Background: an optimization exercise with open tools, aiming at small area, a short achievable clock period and few clock cycles. Do not read the settings as production practice. Where RTL was checked, it was by simulation tests only, not by an equivalence proof against the original.

==> job 6869 <==
==> flow/design.v <==
module bfi_decoder (
    input  wire         clk,
    input  wire         rst,
    input  wire         req_valid,
    output wire         req_ready,
    input  wire [7:0]   req_cmd,
    input  wire [15:0]  req_len,
    input  wire [39:0]  req_fields,
    input  wire [4:0]   req_p,
    input  wire [127:0] req_widths,
    input  wire [15:0]  req_n,
    input  wire [63:0]  req_ts,
    output wire         mem_req,
    output wire [15:0]  mem_addr,
    input  wire         mem_gnt,
    input  wire [7:0]   mem_rdata,
    output wire         ang_valid,
    input  wire         ang_ready,
    output wire [15:0]  ang_data,
    output reg          resp_valid,
    output reg  [3:0]   resp_status,
    output reg  [63:0]  resp_data,
    output reg  [4:0]   resp_p,
    output reg  [15:0]  resp_n,
    output wire [127:0] resp_widths,
    output reg  [5:0]   resp_dtn,
    output reg  [23:0]  err_required,
    output wire [18:0]  err_available,
    output reg  [7:0]   err_given,
    output wire [3:0]   err_allowed
);
    localparam [2:0] S_IDLE = 3'd0;
    localparam [2:0] S_HDR  = 3'd1;    
    localparam [2:0] S_LOOK = 3'd2;    
    localparam [2:0] S_SCAN = 3'd3;    
    localparam [2:0] S_MUL  = 3'd4;    
    localparam [2:0] S_CMP  = 3'd5;    
    localparam [2:0] S_STRM = 3'd6;    
    reg [2:0]  state;
    reg        pv;           
    reg        d_bw, d_hdr, d_res, d_ext, d_frm, d_short;
    reg [1:0]  d_arg;
    reg [1:0]  d_bwop;       
    wire [3:0] c_op  = req_cmd[3:0];
    wire [1:0] c_arg = req_cmd[5:4];
    wire       c_rsv = (req_cmd[7:6] == 2'b00);
    wire       c_low = (c_op == 4'd1) || (c_op == 4'd2) || (c_op == 4'd3);
    wire       c_hi  = (c_arg == 2'b00) && c_rsv;
    wire idle   = (state == S_IDLE);
    wire accept = idle && pv;
    wire done;
    assign req_ready = accept;
    always @(posedge clk) begin
        if (rst)
            pv <= 1'b0;
        else
            pv <= req_valid && !accept && (idle || done);
        if (idle || done) begin
            d_bw    <= c_rsv && c_low;
            d_hdr   <= c_hi && (c_op == 4'd4);
            d_res   <= c_hi && (c_op == 4'd5);
            d_ext   <= c_hi && (c_op == 4'd6);
            d_frm   <= c_hi && (c_op == 4'd7);
            d_short <= (req_len[15:3] == 13'd0) && (req_len[2:0] < 3'd5);
            d_arg   <= c_arg;
            d_bwop  <= c_op[1:0];
        end
    end
    reg [63:0] data;         
    reg [63:0] wd;           
    reg [4:0]  pp;           
    reg [15:0] nn;           
    reg [5:0]  dtn;
    reg [15:0] lim;          
    reg [23:0] rem;          
    reg [7:0]  given;
    reg [3:0]  status;
    reg [3:0]  fi;           
    reg [31:0] win;          
    reg [5:0]  off;          
    reg        fl;           
    reg [15:0] ptr;          
    reg        big;          
    reg        av;
    reg [8:0]  ad;
    reg [3:0]  wc;           
    reg        hb4;          
    reg        room_r, need_r, pf_r;
    always @(*) begin
        resp_status  = status;
        resp_data    = data;
        resp_p       = pp;
        resp_n       = nn;
        resp_dtn     = dtn;
        err_required = rem;
        err_given    = given;
    end
    genvar gi;
    generate
        for (gi = 0; gi < 16; gi = gi + 1) begin : g_rw
            assign resp_widths[8*gi +: 8] = {4'd0, wd[4*gi +: 4]};
        end
    endgenerate
    assign err_available = {lim, 3'b000};
    assign err_allowed   = (status == 4'd2) ? 4'd9 : 4'd0;
    assign ang_valid = av;
    assign ang_data  = {7'd0, ad};
    assign mem_addr  = ptr;
    wire [2:0] f_nc  = win[18:16];
    wire [2:0] f_nr  = win[21:19];
    wire [1:0] f_bw  = win[23:22];
    wire       f_grp = win[24];
    wire       f_cb  = win[25];
    wire [1:0] f_ft  = win[27:26];
    reg        lk_ok;
    reg [3:0]  lk_phi, lk_psi;
    reg [4:0]  lk_p;
    reg [11:0] lk_sym;
    reg [15:0] lk_n;
    reg [7:0]  lk_sum;
    reg [47:0] lk_w;
    reg [3:0]  lk_half;
    integer k;
    always @(*) begin
        case ({f_cb, f_ft[0]})
            2'b00:   begin lk_phi = 4'd4; lk_psi = 4'd2; end
            2'b01:   begin lk_phi = 4'd7; lk_psi = 4'd5; end
            2'b10:   begin lk_phi = 4'd6; lk_psi = 4'd4; end
            default: begin lk_phi = 4'd9; lk_psi = 4'd7; end
        endcase
        lk_ok  = !f_ft[1];
        lk_p   = 5'd0;
        lk_sym = 12'd0;
        case ({f_nr, f_nc})
            {3'd1, 3'd0},
            {3'd1, 3'd2}: begin lk_p = 5'd2;  lk_sym = 12'b000000000010; end
            {3'd2, 3'd0}: begin lk_p = 5'd4;  lk_sym = 12'b000000001100; end
            {3'd2, 3'd1},
            {3'd2, 3'd2}: begin lk_p = 5'd6;  lk_sym = 12'b000000101100; end
            {3'd3, 3'd0}: begin lk_p = 5'd6;  lk_sym = 12'b000000111000; end
            {3'd3, 3'd1}: begin lk_p = 5'd10; lk_sym = 12'b001100111000; end
            {3'd3, 3'd2},
            {3'd3, 3'd3}: begin lk_p = 5'd12; lk_sym = 12'b101100111000; end
            default:      lk_ok = 1'b0;
        endcase
        case ({f_grp, f_bw})
            3'b000: lk_n = 16'd64;
            3'b001: lk_n = 16'd122;
            3'b010: lk_n = 16'd250;
            3'b011: lk_n = 16'd500;
            3'b100: lk_n = 16'd50;
            3'b101: lk_n = 16'd32;
            3'b110: lk_n = 16'd64;
            default: lk_n = 16'd160;
        endcase
        case ({f_cb, f_ft[0]})
            2'b00:   lk_half = 4'd3;
            2'b01:   lk_half = 4'd6;
            2'b10:   lk_half = 4'd5;
            default: lk_half = 4'd8;
        endcase
        lk_sum = lk_p * lk_half;
        lk_w = 48'd0;
        for (k = 0; k < 12; k = k + 1)
            if (k < lk_p)
                lk_w[4*k +: 4] = lk_sym[k] ? lk_psi : lk_phi;
    end
    wire s_hdr  = (state == S_HDR);
    wire s_scan = (state == S_SCAN);
    wire s_pre  = (state == S_MUL) || (state == S_CMP);
    wire s_strm = (state == S_STRM);
    wire [3:0]  wm     = wd[4*fi +: 4];                  
    wire [3:0]  hi     = fi[0] ? data[7:4] : data[3:0];
    wire        bad    = (hi != 4'd0) || (wm == 4'd0) || (wm > 4'd9);
    wire        last_f = ({1'b0, fi} + 5'd1 == pp) || (fi == 4'd15);
    wire [3:0]  nxt    = last_f ? 4'd0 : fi + 4'd1;
    wire        cap    = fl && !hb4 && (s_pre || s_strm);
    wire [6:0]  off_w  = {1'b0, off} + {3'd0, wc};
    wire        fits   = (off_w <= 7'd32);
    wire        more   = (rem != 24'd0);
    wire        take   = !av || ang_ready;
    wire        produce = s_strm && more && fits && take;
    assign      done   = s_strm && !more && take;
    wire [31:0] shv    = win >> off[4:0];
    wire [8:0]  mask   = (9'd1 << wc) - 9'd1;
    wire [8:0]  fval   = shv[8:0] & mask;
    wire [5:0]  off_c  = cap ? off - 6'd8 : off;
    wire [5:0]  off_cw = cap ? off + {2'd0, wc} - 6'd8 : off + {2'd0, wc};
    wire [5:0]  u      = (6'd32 - off) + (cap ? 6'd8 : 6'd0);
    wire [5:0]  uw     = u - {2'd0, wc};
    wire        g      = mreq && mem_gnt;
    wire        room_n = g ? (produce ? (uw <= 6'd16) : (u <= 6'd16))
                           : (produce ? (uw <= 6'd24) : (u <= 6'd24));
    wire        need_n = g ? ((rem[23:6] != 18'd0) || (rem[5:0] > u + 6'd8))
                           : ((rem[23:6] != 18'd0) || (rem[5:0] > u));
    wire        pf_n   = g ? (u < 6'd8) : (u < 6'd16);
    wire [15:0] lim_m7 = (lim >= 16'd7) ? lim - 16'd7 : 16'd0;
    wire [16:0] macc   = {1'b0, rem[23:8]} + (rem[0] ? {1'b0, nn} : 17'd0);
    wire        t_big  = (rem > {5'd0, lim, 3'b000});
    wire        b4q    = d_frm && (ptr[3:0] == 4'd4);    
    reg mreq;
    always @(*) begin
        mreq = 1'b0;
        if (s_hdr)
            mreq = d_hdr ? (ptr[2:0] != 3'd5) : (ptr[2:0] != 3'd4);
        else if (s_pre)
            mreq = b4q || (room_r && (big || pf_r));
        else if (s_strm)
            mreq = room_r && need_r;
    end
    assign mem_req = mreq;
    reg [63:0] himap;
    reg [63:0] lomap;
    integer m;
    always @(*) begin
        for (m = 0; m < 16; m = m + 1) begin
            himap[4*m +: 4] = req_widths[8*m+4 +: 4];
            lomap[4*m +: 4] = req_widths[8*m +: 4];
        end
    end
    reg [63:0] bwc;
    always @(*) begin
        case ({d_bwop, d_arg})
            4'b01_00: bwc = 64'd0;
            4'b01_01: bwc = 64'd1;
            4'b01_10: bwc = 64'd2;
            4'b01_11: bwc = 64'd3;
            4'b10_00: bwc = 64'd20;
            4'b10_01: bwc = 64'd40;
            4'b10_10: bwc = 64'd80;
            4'b10_11: bwc = 64'd160;
            4'b11_00: bwc = 64'd20000000;
            4'b11_01: bwc = 64'd40000000;
            4'b11_10: bwc = 64'd80000000;
            default:  bwc = 64'd160000000;
        endcase
    end
    always @(posedge clk) begin
        if (rst) begin
            state      <= S_IDLE;
            resp_valid <= 1'b0;
            av         <= 1'b0;
            fl         <= 1'b0;
            hb4        <= 1'b0;
        end else begin
            fl     <= g;
            hb4    <= s_pre && b4q && mem_gnt;
            room_r <= room_n;
            need_r <= need_n;
            pf_r   <= pf_n;
            if (mreq && mem_gnt) begin
                if (d_frm && ptr[15:3] == 13'd0 && ptr[2:0] == 3'd1)
                    ptr <= 16'd3;
                else if (d_frm && ptr[15:3] == 13'd0 && ptr[2:0] == 3'd4)
                    ptr <= 16'd7;
                else
                    ptr <= ptr + 16'd1;
            end
            if (cap)
                win <= {mem_rdata, win[31:8]};
            if (av && ang_ready)
                av <= 1'b0;
            if (hb4)
                dtn[5:2] <= mem_rdata[3:0];
            case (state)
            S_IDLE: begin
                if (accept) begin
                    resp_valid <= 1'b0;
                    data   <= (d_frm && !d_short) ? req_ts :
                              d_ext ? himap :
                              d_bw ? bwc : 64'd0;
                    wd     <= d_ext ? lomap : 64'd0;
                    pp     <= d_ext ? req_p : 5'd0;
                    nn     <= d_ext ? req_n : 16'd0;
                    dtn    <= 6'd0;
                    lim    <= (d_hdr || d_frm || d_ext) ? req_len : 16'd0;
                    rem    <= ((d_hdr || d_frm) && d_short) ? 24'd40 : 24'd0;
                    given  <= 8'd0;
                    fi     <= 4'd0;
                    off    <= 6'd32;
                    ptr    <= 16'd0;
                    if (d_res)
                        win[31:16] <= req_fields[15:0];
                    if (d_bw) begin
                        status     <= 4'd0;
                        resp_valid <= 1'b1;
                    end else if (d_hdr || d_frm) begin
                        if (d_short) begin
                            status     <= 4'd1;
                            resp_valid <= 1'b1;
                        end else begin
                            status <= 4'd0;
                            state  <= S_HDR;
                        end
                    end else if (d_res) begin
                        status <= 4'd0;
                        state  <= S_LOOK;
                    end else if (d_ext) begin
                        status <= 4'd0;
                        state  <= S_SCAN;
                    end else begin
                        status     <= 4'd15;
                        resp_valid <= 1'b1;
                    end
                end
            end
            S_HDR: begin
                if (fl) begin
                    if (d_hdr)
                        data[39:0] <= {mem_rdata, data[39:8]};
                    else if (ptr[2:0] == 3'd1 || ptr[2:0] == 3'd3)
                        win <= {mem_rdata, win[31:8]};
                    else if (ptr[2:0] == 3'd4)
                        dtn[1:0] <= mem_rdata[7:6];
                end
                if (d_hdr) begin
                    if (fl && ptr[2:0] == 3'd5) begin
                        lim        <= 16'd0;
                        resp_valid <= 1'b1;
                        state      <= S_IDLE;
                    end
                end else if (ptr[2:0] == 3'd4) begin
                    off <= 6'd32;
                    fi  <= 4'd0;
                    big <= (lim_m7[15:2] != 14'd0);
                    if (!lk_ok) begin
                        status     <= 4'd4;
                        data       <= 64'd0;
                        dtn        <= 6'd0;
                        lim        <= 16'd0;
                        resp_valid <= 1'b1;
                        state      <= S_IDLE;
                    end else if (lim_m7[15:1] == 15'd0) begin
                        status     <= 4'd1;
                        rem        <= 24'd16;
                        lim        <= lim_m7;
                        data       <= 64'd0;
                        dtn        <= 6'd0;
                        resp_valid <= 1'b1;
                        state      <= S_IDLE;
                    end else begin
                        pp    <= lk_p;
                        nn    <= lk_n;
                        wd    <= {16'd0, lk_w};
                        rem   <= {16'd0, lk_sum};
                        lim   <= lim_m7;
                        state <= S_MUL;
                    end
                end
            end
            S_LOOK: begin
                if (lk_ok) begin
                    pp <= lk_p;
                    nn <= lk_n;
                    wd <= {16'd0, lk_w};
                end else begin
                    status <= 4'd4;
                end
                resp_valid <= 1'b1;
                state      <= S_IDLE;
            end
            S_SCAN: begin
                big <= (lim[15:2] != 14'd0);
                if (pp != 5'd0 && bad) begin
                    status     <= 4'd2;
                    given      <= {hi, wm};
                    rem        <= 24'd0;
                    pp         <= 5'd0;
                    nn         <= 16'd0;
                    wd         <= 64'd0;
                    data       <= 64'd0;
                    lim        <= 16'd0;
                    resp_valid <= 1'b1;
                    state      <= S_IDLE;
                end else if (pp == 5'd0 || last_f) begin
                    if (lim[15:1] == 15'd0) begin
                        status     <= 4'd1;
                        rem        <= 24'd16;
                        pp         <= 5'd0;
                        nn         <= 16'd0;
                        wd         <= 64'd0;
                        data       <= 64'd0;
                        resp_valid <= 1'b1;
                        state      <= S_IDLE;
                    end else begin
                        if (pp != 5'd0)
                            rem <= rem + {20'd0, wm};
                        data  <= 64'd0;
                        fi    <= 4'd0;
                        state <= S_MUL;
                    end
                end else begin
                    rem <= rem + {20'd0, wm};
                    fi  <= fi + 4'd1;
                    if (fi[0])
                        data <= {8'd0, data[63:8]};
                end
            end
            S_MUL: begin
                rem <= {macc, rem[7:1]};
                fi  <= fi + 4'd1;
                if (fi[2:0] == 3'd7) begin
                    fi    <= 4'd0;
                    state <= S_CMP;
                end
            end
            S_CMP: begin
                if (b4q) begin
                end else if (t_big) begin
                    status     <= 4'd1;
                    pp         <= 5'd0;
                    nn         <= 16'd0;
                    wd         <= 64'd0;
                    data       <= 64'd0;
                    dtn        <= 6'd0;
                    resp_valid <= 1'b1;
                    state      <= S_IDLE;
                end else begin
                    lim   <= 16'd0;
                    wc    <= wm;
                    fi    <= nxt;
                    state <= S_STRM;
                end
            end
            S_STRM: begin
                if (produce) begin
                    ad  <= fval;
                    av  <= 1'b1;
                    rem <= rem - {20'd0, wc};
                    wc  <= wm;
                    fi  <= nxt;
                end
                if (done) begin
                    wd         <= 64'd0;
                    resp_valid <= 1'b1;
                    state      <= S_IDLE;
                end
            end
            default: state <= S_IDLE;
            endcase
            if (accept || (state == S_HDR && d_frm && ptr[2:0] == 3'd4))
                off <= 6'd32;
            else
                off <= produce ? off_cw : off_c;
        end
    end
endmodule
==> flow/run.sh <==
#!/bin/bash
# synth_recipe.tcl (not shown) runs the flow's synth.tcl, then flattens the netlist and writes it again
# the make line also repeats each setting of config.mk as NAME=value (left out here)
make -C /OpenROAD-flow-scripts/flow DESIGN_CONFIG=/design/flow/config.mk WORK_HOME=/design/flow/orfs CLKGATE_MAP_FILE= SYNTH_SCRIPT=/design/flow/synth_recipe.tcl finish
==> flow/config.mk <==
export PLATFORM = sky130hd
export DESIGN_NAME = bfi_decoder
export DESIGN_NICKNAME = bfi_decoder
export VERILOG_FILES = /design/flow/design.v
export SDC_FILE = /design/flow/constraint.sdc
export NUM_CORES = 4
export LEC_CHECK = 0
export CAP_MARGIN = 20
export CORE_MARGIN = 2
export CORE_UTILIZATION = 65
export SLEW_MARGIN = 20
==> flow/constraint.sdc <==
create_clock -name core_clock -period 15.0 [get_ports {clk}]
set_input_delay 3.0000 -clock core_clock [delete_from_list [all_inputs] [get_ports {clk}]]
set_output_delay 3.0000 -clock core_clock [all_outputs]
set_load 0.01 [all_outputs]
==> job 5773: changes against job 6869 <==
==> flow/flow/run.sh (new file) <==
#!/bin/bash
# Standard ORFS layout, with timing repair aimed past the 15 ns clock:
# repair_timing keeps working until the setup slack reaches the margin.
set -euo pipefail
bash standard.sh SETUP_SLACK_MARGIN=${MARGIN:-10} finish > standard.log 2>&1
==> flow/standard.sh (new file) <==
#!/bin/bash
# synth_recipe.tcl (not shown) runs the flow's synth.tcl, then flattens the netlist and writes it again
# the make line also repeats each setting of config.mk as NAME=value (left out here)
make -C /OpenROAD-flow-scripts/flow DESIGN_CONFIG=/design/flow/config.mk WORK_HOME=/design/flow/orfs CLKGATE_MAP_FILE= SYNTH_SCRIPT=/design/flow/synth_recipe.tcl "${@:-finish}"
Settings changed: CORE_UTILIZATION 65 to 40.
removed: flow/run.sh
==> job 8001: changes against job 6869 <==
Settings changed: CORE_UTILIZATION 65 to 40.
==> job 5806: changes against job 6869 <==
--- a/flow/design.v
+++ b/flow/design.v
@@ -85,5 +85,2 @@
     reg [8:0]  ad;
-    reg [3:0]  wc;           
-    reg        hb4;          
-    reg        room_r, need_r, pf_r;
     always @(*) begin
@@ -97,6 +94,6 @@
     end
-    genvar gi;
+    genvar g;
     generate
-        for (gi = 0; gi < 16; gi = gi + 1) begin : g_rw
-            assign resp_widths[8*gi +: 8] = {4'd0, wd[4*gi +: 4]};
+        for (g = 0; g < 16; g = g + 1) begin : g_rw
+            assign resp_widths[8*g +: 8] = {4'd0, wd[4*g +: 4]};
         end
@@ -167,31 +164,20 @@
     end
-    wire s_hdr  = (state == S_HDR);
-    wire s_scan = (state == S_SCAN);
-    wire s_pre  = (state == S_MUL) || (state == S_CMP);
-    wire s_strm = (state == S_STRM);
-    wire [3:0]  wm     = wd[4*fi +: 4];                  
+    wire [3:0]  w      = wd[4*fi +: 4];
     wire [3:0]  hi     = fi[0] ? data[7:4] : data[3:0];
-    wire        bad    = (hi != 4'd0) || (wm == 4'd0) || (wm > 4'd9);
+    wire        bad    = (hi != 4'd0) || (w == 4'd0) || (w > 4'd9);
     wire        last_f = ({1'b0, fi} + 5'd1 == pp) || (fi == 4'd15);
-    wire [3:0]  nxt    = last_f ? 4'd0 : fi + 4'd1;
-    wire        cap    = fl && !hb4 && (s_pre || s_strm);
-    wire [6:0]  off_w  = {1'b0, off} + {3'd0, wc};
+    wire [5:0]  vbits  = 6'd32 - off;                 
+    wire [5:0]  vq     = vbits + {2'b00, fl, 3'b000};   
+    wire        room   = (vq <= 6'd24);
+    wire        need   = (rem[23:6] != 18'd0) || (rem[5:0] > vq);
+    wire        pf_ok  = big || (vq < 6'd16);
+    wire [6:0]  off_w  = {1'b0, off} + {3'd0, w};
     wire        fits   = (off_w <= 7'd32);
     wire        more   = (rem != 24'd0);
-    wire        take   = !av || ang_ready;
-    wire        produce = s_strm && more && fits && take;
-    assign      done   = s_strm && !more && take;
+    wire        can    = (state == S_STRM) && more && fits;
+    wire        produce = can && (!av || ang_ready);
+    assign      done   = (state == S_STRM) && !more && (!av || ang_ready);
     wire [31:0] shv    = win >> off[4:0];
-    wire [8:0]  mask   = (9'd1 << wc) - 9'd1;
+    wire [8:0]  mask   = (9'd1 << w) - 9'd1;
     wire [8:0]  fval   = shv[8:0] & mask;
-    wire [5:0]  off_c  = cap ? off - 6'd8 : off;
-    wire [5:0]  off_cw = cap ? off + {2'd0, wc} - 6'd8 : off + {2'd0, wc};
-    wire [5:0]  u      = (6'd32 - off) + (cap ? 6'd8 : 6'd0);
-    wire [5:0]  uw     = u - {2'd0, wc};
-    wire        g      = mreq && mem_gnt;
-    wire        room_n = g ? (produce ? (uw <= 6'd16) : (u <= 6'd16))
-                           : (produce ? (uw <= 6'd24) : (u <= 6'd24));
-    wire        need_n = g ? ((rem[23:6] != 18'd0) || (rem[5:0] > u + 6'd8))
-                           : ((rem[23:6] != 18'd0) || (rem[5:0] > u));
-    wire        pf_n   = g ? (u < 6'd8) : (u < 6'd16);
     wire [15:0] lim_m7 = (lim >= 16'd7) ? lim - 16'd7 : 16'd0;
@@ -199,3 +185,4 @@
     wire        t_big  = (rem > {5'd0, lim, 3'b000});
-    wire        b4q    = d_frm && (ptr[3:0] == 4'd4);    
+    wire        hdr_b4 = d_frm && fl && (ptr == 16'd7);
+    wire        cap    = fl && !hdr_b4 && ((state == S_MUL) || (state == S_CMP) || (state == S_STRM));
     reg mreq;
@@ -203,8 +190,9 @@
         mreq = 1'b0;
-        if (s_hdr)
-            mreq = d_hdr ? (ptr[2:0] != 3'd5) : (ptr[2:0] != 3'd4);
-        else if (s_pre)
-            mreq = b4q || (room_r && (big || pf_r));
-        else if (s_strm)
-            mreq = room_r && need_r;
+        case (state)
+        S_HDR:  mreq = d_hdr ? (ptr[2:0] != 3'd5) : (ptr[2:0] != 3'd4);
+        S_MUL,
+        S_CMP:  mreq = (d_frm && ptr[2:0] == 3'd4 && ptr[15:3] == 13'd0) || (ptr[2:0] != 3'd4 || ptr[15:3] != 13'd0 || !d_frm) && room && pf_ok;
+        S_STRM: mreq = room && need;
+        default: mreq = 1'b0;
+        endcase
     end
@@ -243,9 +231,4 @@
             fl         <= 1'b0;
-            hb4        <= 1'b0;
         end else begin
-            fl     <= g;
-            hb4    <= s_pre && b4q && mem_gnt;
-            room_r <= room_n;
-            need_r <= need_n;
-            pf_r   <= pf_n;
+            fl <= mreq && mem_gnt;
             if (mreq && mem_gnt) begin
@@ -262,3 +245,3 @@
                 av <= 1'b0;
-            if (hb4)
+            if (hdr_b4)
                 dtn[5:2] <= mem_rdata[3:0];
@@ -365,3 +348,3 @@
                     status     <= 4'd2;
-                    given      <= {hi, wm};
+                    given      <= {hi, w};
                     rem        <= 24'd0;
@@ -386,3 +369,3 @@
                         if (pp != 5'd0)
-                            rem <= rem + {20'd0, wm};
+                            rem <= rem + {20'd0, w};
                         data  <= 64'd0;
@@ -392,3 +375,3 @@
                 end else begin
-                    rem <= rem + {20'd0, wm};
+                    rem <= rem + {20'd0, w};
                     fi  <= fi + 4'd1;
@@ -407,3 +390,3 @@
             S_CMP: begin
-                if (b4q) begin
+                if (d_frm && ptr == 16'd4) begin
                 end else if (t_big) begin
@@ -419,4 +402,2 @@
                     lim   <= 16'd0;
-                    wc    <= wm;
-                    fi    <= nxt;
                     state <= S_STRM;
@@ -428,5 +409,4 @@
                     av  <= 1'b1;
-                    rem <= rem - {20'd0, wc};
-                    wc  <= wm;
-                    fi  <= nxt;
+                    rem <= rem - {20'd0, w};
+                    fi  <= last_f ? 4'd0 : fi + 4'd1;
                 end
@@ -443,3 +423,3 @@
             else
-                off <= produce ? off_cw : off_c;
+                off <= off + (produce ? w : 4'd0) - (cap ? 6'd8 : 6'd0);
         end
Settings changed: CORE_UTILIZATION 65 to 40.
==> impl_metrics.toml <==
[status]
status = "no timing/DRC/antenna violations"

[detailed_routing]
drtIter0Drc = 1419
via_per_inst = 5.77

[worst_setup_path]
cp.depth = 14

[die]
taps = 688

[synth]
synth_edf_count = 285

[power]
p_sw_mw = 1.47

[cells_and_area]
fin_nets = 3016
register_area_sq_um = 9100
clkCellAreaFrac_pct = 4.36
The numbers above come from job 5806.

==> impl_metrics.toml <==
[worst_setup_path]
cp.depth = 6
cp_num_buf_inv = 2

[synth]
synth_edf_count = 292

[cells_and_area]
register_area_sq_um = 9330
multi_input_area_sq_um = 11600
fin_nets = 3090
clkCellAreaFrac_pct = 4.57
seq_cell_count = 320

[detailed_routing]
drtIter0Drc = 1772
via_per_inst = 5.82

[power]
p_sw_mw = 1.99

[status]
status = "no timing/DRC/antenna violations"

[global_routing]
grt_pass1_vias = 19300
The numbers above come from job 5773.

==> impl_metrics.toml <==
[power]
p_sw_mw = 2.08

[cells_and_area]
register_area_sq_um = 9330
clkCellAreaFrac_pct = 4.28
fin_nets = 3073

[detailed_routing]
via_per_inst = 6.93
drtIter0Drc = 3414

[status]
status = "no timing/DRC/antenna violations"

[die]
taps = 448

[clocking]
root_buffer = "clkbuf_16"

[worst_setup_path]
cp_top_family = "simple AND/OR/NAND/NOR gates"
cp.depth = 5

[synth]
synth_edf_count = 292
The numbers above come from job 6869.

==> impl_metrics.toml <==
[die]
taps = 696

[power]
switching_share_pct = 40.1
p_sw_mw = 1.97

[worst_setup_path]
cp_num_buf_inv = 2
cp.depth = 5

[clocking]
clkSinkCount = 320
cts_resized = 0

[cells_and_area]
clkCellAreaFrac_pct = 4.62
fin_nets = 3077
register_area_sq_um = 9330

[status]
status = "no timing/DRC/antenna violations"

[detailed_routing]
drtIter0Drc = 1851

[synth]
synth_edf_count = 292
The numbers above come from job 8001.

Testbench counts of job 5806, summed over its fixed seeds: cycles 66,096.
No functional check of the RTL was part of job 6869, job 5773 and job 8001.

port drivers added, routing unchanged:
Ports are ideal in the flow. The routed layouts listed here were re-timed in OpenROAD. Step 1: set_driving_cell puts a clkbuf_16 on clk and a buf_2 on each other input, an assumption about the parent block. Step 2 times the ports against the registers' clock, not the clock port: input delays grow and output delays shrink by t, the midpoint of the rising clock arrivals with the driver on. a / b / c = no drivers / after step 1 / after step 2; a / b = the first two.
| run | shift t [ns] | setup WS [ns] | slew at the worst register clock pin (ns) | worst data-port slew with drivers (ns) | cell pins on the clock port's net |
|---|---|---|---|---|---|
| job 6869 | 0.599 | 8.964 / 8.904 / 8.599 | 0.07 / 0.07 | 0.09 | 1 |
| job 5773 | 0.619 | 9.964 / 9.898 / 9.359 | 0.07 / 0.07 | 0.12 | 1 |
| job 8001 | 0.631 | 8.882 / 8.815 / 9.099 | 0.07 / 0.07 | 0.11 | 1 |
| job 5806 | 0.601 | 7.013 / 6.958 / 7.558 | 0.06 / 0.06 | 0.13 | 1 |
After both steps every run listed still meets setup and hold. For job 5773, which loses most, drivers alone change the setup slack by -0.066 ns; drivers and shift together by -0.605 ns.
